From an optimization exercise on the open Yosys and OpenROAD flow, aimed at small area, a short achievable clock period and few clock cycles; shortcuts taken in it are not production practice.

==> job 3865 <==
## cmri_core
module cmri_core (
    input  wire        clk,
    input  wire        rst,
    input  wire [6:0]  local_id,
    input  wire        rx_valid,
    input  wire [7:0]  rx_data,
    output wire        rx_ready,
    input  wire [63:0] in_lines,
    output wire        ev_valid,
    input  wire        ev_ready,
    output wire [2:0]  ev_kind,
    output wire [7:0]  ev_data,
    output wire        ev_bit,
    output wire [63:0] out_lines,
    output wire [15:0] cnt_bytes,
    output wire [15:0] cnt_frames_seen,
    output wire [15:0] cnt_frames_proc,
    output wire [15:0] cnt_errors
);
export LEC_CHECK = 0
export CAP_MARGIN = 20
export CORE_MARGIN = 2
export CORE_UTILIZATION = 40
export SETUP_SLACK_MARGIN = 4.5
export SLEW_MARGIN = 20
create_clock -name core_clock -period 8.0 [get_ports {clk}]
standard.sh (not shown) runs the stock make flow with config.mk's settings and CLKGATE_MAP_FILE= SYNTH_SCRIPT=/design/flow/synth_recipe.tcl, a recipe that flattens the netlist after the stock synthesis.
==> flow/flow/run.sh <==
#!/bin/bash
# The standard layout, with plain buffers on the ports instead of the
# default delay-cell choice, and a clock tree without dummy loads.
set -euo pipefail
bash standard.sh finish 'BUFFER_PORTS_ARGS=-buffer_cell sky130_fd_sc_hd__buf_2' \
  'CTS_ARGS=-sink_clustering_enable -repair_clock_nets -dont_use_dummy_load' > make_finish.log 2>&1
==> job 1817 (differences from job 3865) <==
--- a/flow/design.v
+++ b/flow/design.v
@@ -1,14 +1,14 @@
 module cmri_parser (
     input  wire       clk,
     input  wire       rst,
     input  wire [7:0] node_addr,
     input  wire       in_valid,      
     input  wire [7:0] in_byte,
-    input  wire       p_ok,          
+    input  wire       p_sample,
     input  wire       p_region,
     input  wire [63:0] in_lines,
     output wire       disp_valid,
     output wire       disp_match,
     output wire       error,
     output reg        is_i,
     output reg        is_t,
@@ -139,23 +139,22 @@
     reg [6:0] w_addr;
     reg [7:0] w_byte;
     always @(posedge clk) begin
         w_go   <= in_valid && do_append && (is_i || is_t);
         w_addr <= wr_addr;
         w_byte <= in_byte;
     end
-    wire p_wr = (state == S_MAYBE_DATA) && is_p && p_ok;
     integer w;
     always @(posedge clk) begin
         if (w_go)
             payload[w_addr] <= w_byte;
-        if (p_wr && !p_region)
+        if (p_sample && !p_region)
             for (w = 0; w < 8; w = w + 1)
                 payload[64 + w] <= in_lines[w*8 +: 8];
-        if (p_wr && p_region)
+        if (p_sample && p_region)
             for (w = 0; w < 8; w = w + 1)
                 payload[56 + w] <= in_lines[w*8 +: 8];
     end
 endmodule
 module cmri_dispatch (
     input  wire        clk,
     input  wire        rst,
@@ -166,15 +165,16 @@
     input  wire        is_p,
     input  wire        n_in_payload,
     input  wire        n_in_maybe,
     input  wire        n_store,
     input  wire        n_is_p,
     input  wire [6:0]  pay_len,
     output wire [6:0]  rd_addr,
-    output reg         p_region,      
+    output wire        p_sample,      
+    output wire        p_region,
     input  wire [63:0] first8_hi,
     output wire        sel_pick,      
     input  wire        f_sel,         
     input  wire        n_f_sel,
     input  wire [7:0]  rd_data,
     input  wire [63:0] first8,
     output reg         rx_ready,
@@ -223,15 +223,15 @@
     reg [7:0]  a_th;        
     assign out_lines = obank;
     reg        a_flip;      
     assign rd_addr   = {idx[6], idx[5] ^ (a_flip & ~idx[6]), idx[4:0]};
     wire [1:0] new_kind = is_i ? J_I : is_t ? J_T : is_p ? J_P : J_NONE;
     wire       new_job  = disp_valid && (is_i || is_t || is_p);
     wire [63:0] newpat;
-    genvar g;
+    genvar g, l;
     generate
         for (g = 0; g < 8; g = g + 1) begin : g_pat
             assign newpat[g*8 +: 8] = !a_th[g] ? 8'h00 :
                                       a_reg ? first8_hi[g*8 +: 8] : first8[g*8 +: 8];
         end
     endgenerate
     wire [63:0] tdiff     = newpat ^ obank;
@@ -333,125 +333,116 @@
     wire can_push = !ev_valid || ev_ready;
     wire step     = can_push && (a_kind != J_NONE);
     wire a_free   = (a_kind == J_NONE) || (step && e_last);
     wire b_full   = (b_kind != J_NONE);
     wire c_full   = (c_kind != J_NONE);
     wire p_to_etx = (ph == P_DATA) && (hcnt == 4'd8) && !send_dle;
     wire a_p_busy = (a_kind == J_P) && (ph != P_ETX);
-    wire a_hold   = (a_kind == J_I) || (a_kind == J_T);
-    wire a_hold_f = (a_kind == J_I) || (a_kind == J_T && ph == T_START);
+    wire a_hold = (a_kind == J_I) || (a_kind == J_T);
     wire b_hold = (b_kind == J_I) || (b_kind == J_T);
     wire c_hold = (c_kind == J_I) || (c_kind == J_T);
     wire a_wide = (a_kind == J_I) && (a_len > 7'd32);
     wire b_wide = (b_kind == J_I) && (b_len > 7'd32);
     wire c_wide = (c_kind == J_I) && (c_len > 7'd32);
     wire occ0 = (a_hold && (!a_reg || a_wide)) || (b_hold && (!b_reg || b_wide)) ||
                 (c_hold && (!c_reg || c_wide));
-    wire occ1 = (a_hold && ( a_reg || a_wide)) || (b_hold && ( b_reg || b_wide)) ||
-                (c_hold && ( c_reg || c_wide));
-    assign sel_pick = !occ0 ? 1'b0 : !occ1 ? 1'b1 : a_hold ? a_reg : b_reg;
+    assign sel_pick = occ0;
     wire used0 = (a_p_busy && !a_reg) || (b_kind == J_P && !b_reg) ||
                  (c_kind == J_P && !c_reg);
     wire used1 = (a_p_busy &&  a_reg) || (b_kind == J_P &&  b_reg) ||
                  (c_kind == J_P &&  c_reg);
     wire r0_blk = (a_kind == J_I && a_len > 7'd64) || (b_kind == J_I && b_len > 7'd64) ||
                   (c_kind == J_I && c_len > 7'd64);
     wire r1_blk = (a_kind == J_I && (a_reg ? a_len > 7'd24 : a_len > 7'd56)) ||
                   (b_kind == J_I && (b_reg ? b_len > 7'd24 : b_len > 7'd56)) ||
                   (c_kind == J_I && (c_reg ? c_len > 7'd24 : c_len > 7'd56));
+    wire r0_free = !used0 && !r0_blk;
+    assign p_region = !r0_free;
     wire new_reg = is_p ? p_region : f_sel;
-    reg        j_v;
-    reg [1:0]  j_kind;
-    reg [6:0]  j_len;
-    reg        j_reg;
-    always @(posedge clk) begin
-        j_v    <= !rst && new_job;
-        j_kind <= new_kind;
-        j_len  <= pay_len;
-        j_reg  <= new_reg;
-    end
-    wire [1:0] new_k = j_v ? j_kind : J_NONE;
+    wire [1:0] new_k = new_job ? new_kind : J_NONE;
     reg  [1:0] n_a_kind, n_b_kind, n_c_kind;
     reg  [6:0] n_a_len,  n_b_len,  n_c_len;
     reg        n_a_reg,  n_b_reg,  n_c_reg;
     always @(*) begin
         n_a_kind = a_kind; n_a_len = a_len; n_a_reg = a_reg;
         n_b_kind = b_kind; n_b_len = b_len; n_b_reg = b_reg;
         n_c_kind = c_kind; n_c_len = c_len; n_c_reg = c_reg;
         if (a_free) begin
             if (b_full) begin
                 n_a_kind = b_kind; n_a_len = b_len; n_a_reg = b_reg;
                 if (c_full) begin
                     n_b_kind = c_kind; n_b_len = c_len; n_b_reg = c_reg;
-                    n_c_kind = new_k;  n_c_len = j_len; n_c_reg = j_reg;
+                    n_c_kind = new_k;  n_c_len = pay_len; n_c_reg = new_reg;
                 end else begin
-                    n_b_kind = new_k;  n_b_len = j_len; n_b_reg = j_reg;
+                    n_b_kind = new_k;  n_b_len = pay_len; n_b_reg = new_reg;
                     n_c_kind = J_NONE;
                 end
             end else begin
-                n_a_kind = new_k;  n_a_len = j_len; n_a_reg = j_reg;
+                n_a_kind = new_k;  n_a_len = pay_len; n_a_reg = new_reg;
                 n_b_kind = J_NONE;
                 n_c_kind = J_NONE;
             end
-        end else if (j_v) begin
+        end else if (new_job) begin
             if (!b_full) begin
-                n_b_kind = j_kind; n_b_len = j_len; n_b_reg = j_reg;
+                n_b_kind = new_kind; n_b_len = pay_len; n_b_reg = new_reg;
             end else begin
-                n_c_kind = j_kind; n_c_len = j_len; n_c_reg = j_reg;
+                n_c_kind = new_kind; n_c_len = pay_len; n_c_reg = new_reg;
             end
         end
     end
     wire s_free = (a_kind == J_NONE) || e_last;    
     wire       a_tfl     = (a_kind == J_T) && (ph != T_START);
     reg  [2:0] a_tmax;
     always @(*) begin
         a_tmax = 3'd0;
         for (k = 0; k < 8; k = k + 1)
             if (bnz_r[k]) a_tmax = k;
     end
+    wire       a_hold_f  = (a_kind == J_I) || (a_kind == J_T && ph == T_START);
     wire       s_a_hold  = s_free ? b_hold : a_hold_f;
     wire       s_a_tfl   = !s_free && a_tfl;
     wire       s_a_wide  = s_free ? b_wide : a_wide;
     wire       s_a_reg   = s_free ? b_reg  : a_reg;
     wire [1:0] s_a_kind  = s_free ? b_kind : a_kind;
     wire [6:0] s_a_len   = s_free ? b_len  : a_len;
     wire       s_a_pbusy = s_free ? (b_kind == J_P) : (a_p_busy && !p_to_etx);
     wire       s_b_hold  = s_free ? c_hold : b_hold;
     wire       s_b_wide  = s_free ? c_wide : b_wide;
     wire       s_b_reg   = s_free ? c_reg  : b_reg;
     wire [1:0] s_b_kind  = s_free ? c_kind : b_kind;
     wire [6:0] s_b_len   = s_free ? c_len  : b_len;
     wire       s_c_hold  = !s_free && c_hold;
     wire [1:0] s_c_kind  = s_free ? J_NONE : c_kind;
-    wire h0_it0, h0_it1, h0_p, h0_r0f, h1_it0, h1_it1, h1_p, h1_r0f;
+    wire h0_it0, h0_it1, h0_p, h1_it0, h1_it1, h1_p;
     cmri_hold u_hold0 (
         .a_hold (a_hold_f), .a_wide (a_wide),   .a_reg (a_reg),   .a_kind (a_kind),
         .a_tfl  (a_tfl),    .a_tmax (a_tmax),   .a_tneed (bnz_any),
         .a_len  (a_len),    .a_pbusy (a_p_busy),
         .b_hold (b_hold),   .b_wide (b_wide),   .b_reg (b_reg),   .b_kind (b_kind),
         .b_len  (b_len),
         .c_hold (c_hold),   .c_wide (c_wide),   .c_reg (c_reg),   .c_kind (c_kind),
         .c_len  (c_len),
         .pay_len (pay_len),
-        .hold_it0 (h0_it0), .hold_it1 (h0_it1), .hold_p (h0_p), .r0_free (h0_r0f)
+        .hold_it0 (h0_it0), .hold_it1 (h0_it1), .hold_p (h0_p)
     );
     cmri_hold u_hold1 (
         .a_hold (s_a_hold), .a_wide (s_a_wide), .a_reg (s_a_reg), .a_kind (s_a_kind),
         .a_tfl  (s_a_tfl),  .a_tmax (a_tmax),   .a_tneed (bnz_any),
         .a_len  (s_a_len),  .a_pbusy (s_a_pbusy),
         .b_hold (s_b_hold), .b_wide (s_b_wide), .b_reg (s_b_reg), .b_kind (s_b_kind),
         .b_len  (s_b_len),
         .c_hold (s_c_hold), .c_wide (c_wide),   .c_reg (c_reg),   .c_kind (s_c_kind),
         .c_len  (c_len),
         .pay_len (pay_len),
-        .hold_it0 (h1_it0), .hold_it1 (h1_it1), .hold_p (h1_p), .r0_free (h1_r0f)
+        .hold_it0 (h1_it0), .hold_it1 (h1_it1), .hold_p (h1_p)
     );
     wire n_hold_it = n_in_payload && n_store &&
                      (can_push ? (n_f_sel ? h1_it1 : h1_it0) : (n_f_sel ? h0_it1 : h0_it0));
     wire n_hold_p  = n_in_maybe && n_is_p && (can_push ? h1_p : h0_p);
+    assign p_sample = disp_valid && is_p;
     always @(posedge clk) begin
         if (rst) begin
             ev_valid <= 1'b0;
             ev_kind  <= EV_TX_BYTE;
             ev_data  <= 8'h00;
             ev_bit   <= 1'b0;
         end else if (can_push) begin
@@ -462,15 +453,14 @@
         end
     end
     always @(posedge clk) begin
         if (rst)
             rx_ready <= 1'b1;
         else
             rx_ready <= !(n_hold_it || n_hold_p);
-        p_region <= !(can_push ? h1_r0f : h0_r0f);
     end
     always @(posedge clk) begin
         if (rst) begin
             a_kind   <= J_NONE;
             a_len    <= 7'd0;
             a_reg    <= 1'b0;
             b_kind   <= J_NONE;
@@ -580,16 +570,15 @@
     input  wire       c_wide,
     input  wire       c_reg,
     input  wire [1:0] c_kind,
     input  wire [6:0] c_len,
     input  wire [6:0] pay_len,
     output wire       hold_it0,
     output wire       hold_it1,
-    output wire       hold_p,
-    output wire       r0_free
+    output wire       hold_p
 );
     localparam J_NONE = 2'd0;
     localparam J_I    = 2'd1;
     localparam J_P    = 2'd3;
     wire occ0 = (a_hold && (!a_reg || a_wide)) || (b_hold && (!b_reg || b_wide)) ||
                 (c_hold && (!c_reg || c_wide));
     wire occ1 = (a_hold && ( a_reg || a_wide)) || (b_hold && ( b_reg || b_wide)) ||
@@ -613,34 +602,39 @@
     wire t_low  = a_tfl && a_tneed && (pay_len <= {4'd0, a_tmax});
     wire t_high = a_tfl && a_tneed && (pay_len >= 7'd31) && (pay_len <= {4'd4, a_tmax});
     assign hold_it0 = w_any || (w_low && occ0) || (w_high && occ1) || (w_r1_0 && used1) ||
                       (t_low && !a_reg) || (t_high && a_reg);
     assign hold_it1 = w_any || (w_low && occ1) || (w_high && occ0) || (w_r1_1 && used1) ||
                       (t_low &&  a_reg) || (t_high && !a_reg);
     assign hold_p   = c_full || ((used0 || r0_blk) && (used1 || r1_blk));
-    assign r0_free  = !used0 && !r0_blk;
 endmodule
 module cmri_counters (
     input  wire        clk,
     input  wire        rst,
     input  wire        inc_byte,
     input  wire        inc_seen,
     input  wire        inc_proc,
     input  wire        inc_error,
     output reg  [15:0] cnt_bytes,
     output reg  [15:0] cnt_frames_seen,
     output reg  [15:0] cnt_frames_proc,
     output reg  [15:0] cnt_errors
 );
-    wire [15:0] keep = {16{!rst}};
     always @(posedge clk) begin
-        if (rst || inc_byte)  cnt_bytes       <= (cnt_bytes + 16'd1) & keep;
-        if (rst || inc_seen)  cnt_frames_seen <= (cnt_frames_seen + 16'd1) & keep;
-        if (rst || inc_proc)  cnt_frames_proc <= (cnt_frames_proc + 16'd1) & keep;
-        if (rst || inc_error) cnt_errors      <= (cnt_errors + 16'd1) & keep;
+        if (rst) begin
+            cnt_bytes       <= 16'd0;
+            cnt_frames_seen <= 16'd0;
+            cnt_frames_proc <= 16'd0;
+            cnt_errors      <= 16'd0;
+        end else begin
+            if (inc_byte)  cnt_bytes       <= cnt_bytes + 16'd1;
+            if (inc_seen)  cnt_frames_seen <= cnt_frames_seen + 16'd1;
+            if (inc_proc)  cnt_frames_proc <= cnt_frames_proc + 16'd1;
+            if (inc_error) cnt_errors      <= cnt_errors + 16'd1;
+        end
     end
 endmodule
 module cmri_core (
     input  wire        clk,
     input  wire        rst,
     input  wire [6:0]  local_id,
     input  wire        rx_valid,
@@ -673,26 +667,27 @@
     wire [6:0] pay_rd_addr;
     wire [63:0] first8;
     wire [63:0] first8_hi;
     wire       sel_pick;
     wire       f_sel;
     wire       n_f_sel;
     wire       byte_taken;
+    wire       p_sample;
     wire       p_region;
     reg  [7:0] node_addr;
     always @(posedge clk)
         node_addr <= {1'b0, local_id} + 8'd65;
     assign byte_taken = rx_valid & rx_ready;
     cmri_parser u_parser (
         .clk          (clk),
         .rst          (rst),
         .node_addr    (node_addr),
         .in_valid     (byte_taken),
         .in_byte      (rx_data),
-        .p_ok         (rx_ready),
+        .p_sample     (p_sample),
         .p_region     (p_region),
         .in_lines     (in_lines),
         .disp_valid   (disp_valid),
         .disp_match   (disp_match),
         .error        (parse_error),
         .is_i         (is_i),
         .is_t         (is_t),
@@ -720,14 +715,15 @@
         .is_p         (is_p),
         .n_in_payload (n_in_payload),
         .n_in_maybe   (n_in_maybe),
         .n_store      (n_store),
         .n_is_p       (n_is_p),
         .pay_len      (pay_len),
         .rd_addr      (pay_rd_addr),
+        .p_sample     (p_sample),
         .p_region     (p_region),
         .rd_data      (pay_rd_data),
         .first8       (first8),
         .first8_hi    (first8_hi),
         .sel_pick     (sel_pick),
         .f_sel        (f_sel),
         .n_f_sel      (n_f_sel),
--- a/flow/config.mk
+++ b/flow/config.mk
@@ -6,7 +6,8 @@
 export NUM_CORES = 4
 export LEC_CHECK = 0
 export CAP_MARGIN = 20
 export CORE_MARGIN = 2
 export CORE_UTILIZATION = 40
 export SETUP_SLACK_MARGIN = 4.5
 export SLEW_MARGIN = 20
+export TNS_END_PERCENT = 10
==> job 5926 (differences from job 3865) <==
--- a/flow/design.v
+++ b/flow/design.v
@@ -166,15 +166,15 @@
     input  wire        is_p,
     input  wire        n_in_payload,
     input  wire        n_in_maybe,
     input  wire        n_store,
     input  wire        n_is_p,
     input  wire [6:0]  pay_len,
     output wire [6:0]  rd_addr,
-    output reg         p_region,      
+    output wire        p_region,      
     input  wire [63:0] first8_hi,
     output wire        sel_pick,      
     input  wire        f_sel,         
     input  wire        n_f_sel,
     input  wire [7:0]  rd_data,
     input  wire [63:0] first8,
     output reg         rx_ready,
@@ -354,53 +354,45 @@
     wire used1 = (a_p_busy &&  a_reg) || (b_kind == J_P &&  b_reg) ||
                  (c_kind == J_P &&  c_reg);
     wire r0_blk = (a_kind == J_I && a_len > 7'd64) || (b_kind == J_I && b_len > 7'd64) ||
                   (c_kind == J_I && c_len > 7'd64);
     wire r1_blk = (a_kind == J_I && (a_reg ? a_len > 7'd24 : a_len > 7'd56)) ||
                   (b_kind == J_I && (b_reg ? b_len > 7'd24 : b_len > 7'd56)) ||
                   (c_kind == J_I && (c_reg ? c_len > 7'd24 : c_len > 7'd56));
+    wire r0_free = !used0 && !r0_blk;
+    assign p_region = !r0_free;
     wire new_reg = is_p ? p_region : f_sel;
-    reg        j_v;
-    reg [1:0]  j_kind;
-    reg [6:0]  j_len;
-    reg        j_reg;
-    always @(posedge clk) begin
-        j_v    <= !rst && new_job;
-        j_kind <= new_kind;
-        j_len  <= pay_len;
-        j_reg  <= new_reg;
-    end
-    wire [1:0] new_k = j_v ? j_kind : J_NONE;
+    wire [1:0] new_k = new_job ? new_kind : J_NONE;
     reg  [1:0] n_a_kind, n_b_kind, n_c_kind;
     reg  [6:0] n_a_len,  n_b_len,  n_c_len;
     reg        n_a_reg,  n_b_reg,  n_c_reg;
     always @(*) begin
         n_a_kind = a_kind; n_a_len = a_len; n_a_reg = a_reg;
         n_b_kind = b_kind; n_b_len = b_len; n_b_reg = b_reg;
         n_c_kind = c_kind; n_c_len = c_len; n_c_reg = c_reg;
         if (a_free) begin
             if (b_full) begin
                 n_a_kind = b_kind; n_a_len = b_len; n_a_reg = b_reg;
                 if (c_full) begin
                     n_b_kind = c_kind; n_b_len = c_len; n_b_reg = c_reg;
-                    n_c_kind = new_k;  n_c_len = j_len; n_c_reg = j_reg;
+                    n_c_kind = new_k;  n_c_len = pay_len; n_c_reg = new_reg;
                 end else begin
-                    n_b_kind = new_k;  n_b_len = j_len; n_b_reg = j_reg;
+                    n_b_kind = new_k;  n_b_len = pay_len; n_b_reg = new_reg;
                     n_c_kind = J_NONE;
                 end
             end else begin
-                n_a_kind = new_k;  n_a_len = j_len; n_a_reg = j_reg;
+                n_a_kind = new_k;  n_a_len = pay_len; n_a_reg = new_reg;
                 n_b_kind = J_NONE;
                 n_c_kind = J_NONE;
             end
-        end else if (j_v) begin
+        end else if (new_job) begin
             if (!b_full) begin
-                n_b_kind = j_kind; n_b_len = j_len; n_b_reg = j_reg;
+                n_b_kind = new_kind; n_b_len = pay_len; n_b_reg = new_reg;
             end else begin
-                n_c_kind = j_kind; n_c_len = j_len; n_c_reg = j_reg;
+                n_c_kind = new_kind; n_c_len = pay_len; n_c_reg = new_reg;
             end
         end
     end
     wire s_free = (a_kind == J_NONE) || e_last;    
     wire       a_tfl     = (a_kind == J_T) && (ph != T_START);
     reg  [2:0] a_tmax;
     always @(*) begin
@@ -418,36 +410,36 @@
     wire       s_b_hold  = s_free ? c_hold : b_hold;
     wire       s_b_wide  = s_free ? c_wide : b_wide;
     wire       s_b_reg   = s_free ? c_reg  : b_reg;
     wire [1:0] s_b_kind  = s_free ? c_kind : b_kind;
     wire [6:0] s_b_len   = s_free ? c_len  : b_len;
     wire       s_c_hold  = !s_free && c_hold;
     wire [1:0] s_c_kind  = s_free ? J_NONE : c_kind;
-    wire h0_it0, h0_it1, h0_p, h0_r0f, h1_it0, h1_it1, h1_p, h1_r0f;
+    wire h0_it0, h0_it1, h0_p, h1_it0, h1_it1, h1_p;
     cmri_hold u_hold0 (
         .a_hold (a_hold_f), .a_wide (a_wide),   .a_reg (a_reg),   .a_kind (a_kind),
         .a_tfl  (a_tfl),    .a_tmax (a_tmax),   .a_tneed (bnz_any),
         .a_len  (a_len),    .a_pbusy (a_p_busy),
         .b_hold (b_hold),   .b_wide (b_wide),   .b_reg (b_reg),   .b_kind (b_kind),
         .b_len  (b_len),
         .c_hold (c_hold),   .c_wide (c_wide),   .c_reg (c_reg),   .c_kind (c_kind),
         .c_len  (c_len),
         .pay_len (pay_len),
-        .hold_it0 (h0_it0), .hold_it1 (h0_it1), .hold_p (h0_p), .r0_free (h0_r0f)
+        .hold_it0 (h0_it0), .hold_it1 (h0_it1), .hold_p (h0_p)
     );
     cmri_hold u_hold1 (
         .a_hold (s_a_hold), .a_wide (s_a_wide), .a_reg (s_a_reg), .a_kind (s_a_kind),
         .a_tfl  (s_a_tfl),  .a_tmax (a_tmax),   .a_tneed (bnz_any),
         .a_len  (s_a_len),  .a_pbusy (s_a_pbusy),
         .b_hold (s_b_hold), .b_wide (s_b_wide), .b_reg (s_b_reg), .b_kind (s_b_kind),
         .b_len  (s_b_len),
         .c_hold (s_c_hold), .c_wide (c_wide),   .c_reg (c_reg),   .c_kind (s_c_kind),
         .c_len  (c_len),
         .pay_len (pay_len),
-        .hold_it0 (h1_it0), .hold_it1 (h1_it1), .hold_p (h1_p), .r0_free (h1_r0f)
+        .hold_it0 (h1_it0), .hold_it1 (h1_it1), .hold_p (h1_p)
     );
     wire n_hold_it = n_in_payload && n_store &&
                      (can_push ? (n_f_sel ? h1_it1 : h1_it0) : (n_f_sel ? h0_it1 : h0_it0));
     wire n_hold_p  = n_in_maybe && n_is_p && (can_push ? h1_p : h0_p);
     always @(posedge clk) begin
         if (rst) begin
             ev_valid <= 1'b0;
@@ -462,15 +454,14 @@
         end
     end
     always @(posedge clk) begin
         if (rst)
             rx_ready <= 1'b1;
         else
             rx_ready <= !(n_hold_it || n_hold_p);
-        p_region <= !(can_push ? h1_r0f : h0_r0f);
     end
     always @(posedge clk) begin
         if (rst) begin
             a_kind   <= J_NONE;
             a_len    <= 7'd0;
             a_reg    <= 1'b0;
             b_kind   <= J_NONE;
@@ -580,16 +571,15 @@
     input  wire       c_wide,
     input  wire       c_reg,
     input  wire [1:0] c_kind,
     input  wire [6:0] c_len,
     input  wire [6:0] pay_len,
     output wire       hold_it0,
     output wire       hold_it1,
-    output wire       hold_p,
-    output wire       r0_free
+    output wire       hold_p
 );
     localparam J_NONE = 2'd0;
     localparam J_I    = 2'd1;
     localparam J_P    = 2'd3;
     wire occ0 = (a_hold && (!a_reg || a_wide)) || (b_hold && (!b_reg || b_wide)) ||
                 (c_hold && (!c_reg || c_wide));
     wire occ1 = (a_hold && ( a_reg || a_wide)) || (b_hold && ( b_reg || b_wide)) ||
@@ -613,34 +603,39 @@
     wire t_low  = a_tfl && a_tneed && (pay_len <= {4'd0, a_tmax});
     wire t_high = a_tfl && a_tneed && (pay_len >= 7'd31) && (pay_len <= {4'd4, a_tmax});
     assign hold_it0 = w_any || (w_low && occ0) || (w_high && occ1) || (w_r1_0 && used1) ||
                       (t_low && !a_reg) || (t_high && a_reg);
     assign hold_it1 = w_any || (w_low && occ1) || (w_high && occ0) || (w_r1_1 && used1) ||
                       (t_low &&  a_reg) || (t_high && !a_reg);
     assign hold_p   = c_full || ((used0 || r0_blk) && (used1 || r1_blk));
-    assign r0_free  = !used0 && !r0_blk;
 endmodule
 module cmri_counters (
     input  wire        clk,
     input  wire        rst,
     input  wire        inc_byte,
     input  wire        inc_seen,
     input  wire        inc_proc,
     input  wire        inc_error,
     output reg  [15:0] cnt_bytes,
     output reg  [15:0] cnt_frames_seen,
     output reg  [15:0] cnt_frames_proc,
     output reg  [15:0] cnt_errors
 );
-    wire [15:0] keep = {16{!rst}};
     always @(posedge clk) begin
-        if (rst || inc_byte)  cnt_bytes       <= (cnt_bytes + 16'd1) & keep;
-        if (rst || inc_seen)  cnt_frames_seen <= (cnt_frames_seen + 16'd1) & keep;
-        if (rst || inc_proc)  cnt_frames_proc <= (cnt_frames_proc + 16'd1) & keep;
-        if (rst || inc_error) cnt_errors      <= (cnt_errors + 16'd1) & keep;
+        if (rst) begin
+            cnt_bytes       <= 16'd0;
+            cnt_frames_seen <= 16'd0;
+            cnt_frames_proc <= 16'd0;
+            cnt_errors      <= 16'd0;
+        end else begin
+            if (inc_byte)  cnt_bytes       <= cnt_bytes + 16'd1;
+            if (inc_seen)  cnt_frames_seen <= cnt_frames_seen + 16'd1;
+            if (inc_proc)  cnt_frames_proc <= cnt_frames_proc + 16'd1;
+            if (inc_error) cnt_errors      <= cnt_errors + 16'd1;
+        end
     end
 endmodule
 module cmri_core (
     input  wire        clk,
     input  wire        rst,
     input  wire [6:0]  local_id,
     input  wire        rx_valid,
==> flow/config.mk (replaced) <==
export PLATFORM = sky130hd
export DESIGN_NAME = cmri_core
export DESIGN_NICKNAME = cmri_core
export VERILOG_FILES = /design/flow/design.v
export SDC_FILE = /design/flow/constraint.sdc
export NUM_CORES = 4
export LEC_CHECK = 0
export CAP_MARGIN = 20
export CORE_MARGIN = 2
export CORE_UTILIZATION = 55
export SETUP_SLACK_MARGIN = 4.5
export SLEW_MARGIN = 20
==> results_dict.tcl <==
set metrics [dict create \
    status "timing/DRC/antenna clean" \
    pre_cts_ws_ps 2913 \
    p_sw_mw 1.985 \
    fmax_ghz 0.2729 \
    crit_fanout 7 \
]
the above is filed under job 5926

==> results_dict.tcl <==
set metrics [dict create \
    status "timing/DRC/antenna clean" \
    r2r-end "u_dispatch.obank[5]" \
    multi_input_area_share_pct 34.52 \
    fmax_ghz 0.2960 \
    drive_gt1_share_pct 21.79 \
    p_sw_mw 2.900 \
]
the above is filed under job 3865

==> results_dict.tcl <==
set metrics [dict create \
    status "timing/DRC/antenna clean" \
    fmax_ghz 0.2736 \
    pre_cts_ws_ps 3212 \
    crit_chain "buf_6 > nor4_4 > or4b_4 > a211oi_4 > buf_8 > nand2_1 > or2_4 > o21ai_4" \
    synth_top_family_by_area "simple AND/OR/NAND/NOR gates" \
    finalCriticalPeriod_ps 3655 \
    fillers 9050 \
    crit_fanout 8 \
]
the above is filed under job 1817

Function was not checked in any run of this note: the RTL went through the layout flow alone.

==> re-timing with driven ports <==
No port has a modelled driver above. Below, the same layouts with a new extraction and two added sets of constraints. Step 1 sets driving cells, clkbuf_16 on the clock port and buf_2 on the other inputs (assumed; they add their load-dependent delay and slew). Step 2, shift: input delay + t, output delay - t, t = (earliest + latest rising clock arrival at the registers) / 2. This alone moves slack from input paths to output paths. a / b / c = ideal / step 1 / step 2; a / b = the first two.
run | t, ns | setup WS [ns] | worst setup path at the end
job 3865 | 0.721 | 4.622 / 4.622 / 3.981 | input to register
job 1817 | 0.704 | 4.345 / 4.371 / 3.667 | input to register
job 5926 | 0.703 | 4.336 / 4.359 / 3.656 | input to register
After both steps every run listed still meets setup and hold. The setup slack of job 5926, which loses most, moves by +0.023 ns with the drivers and by -0.680 ns with both steps.
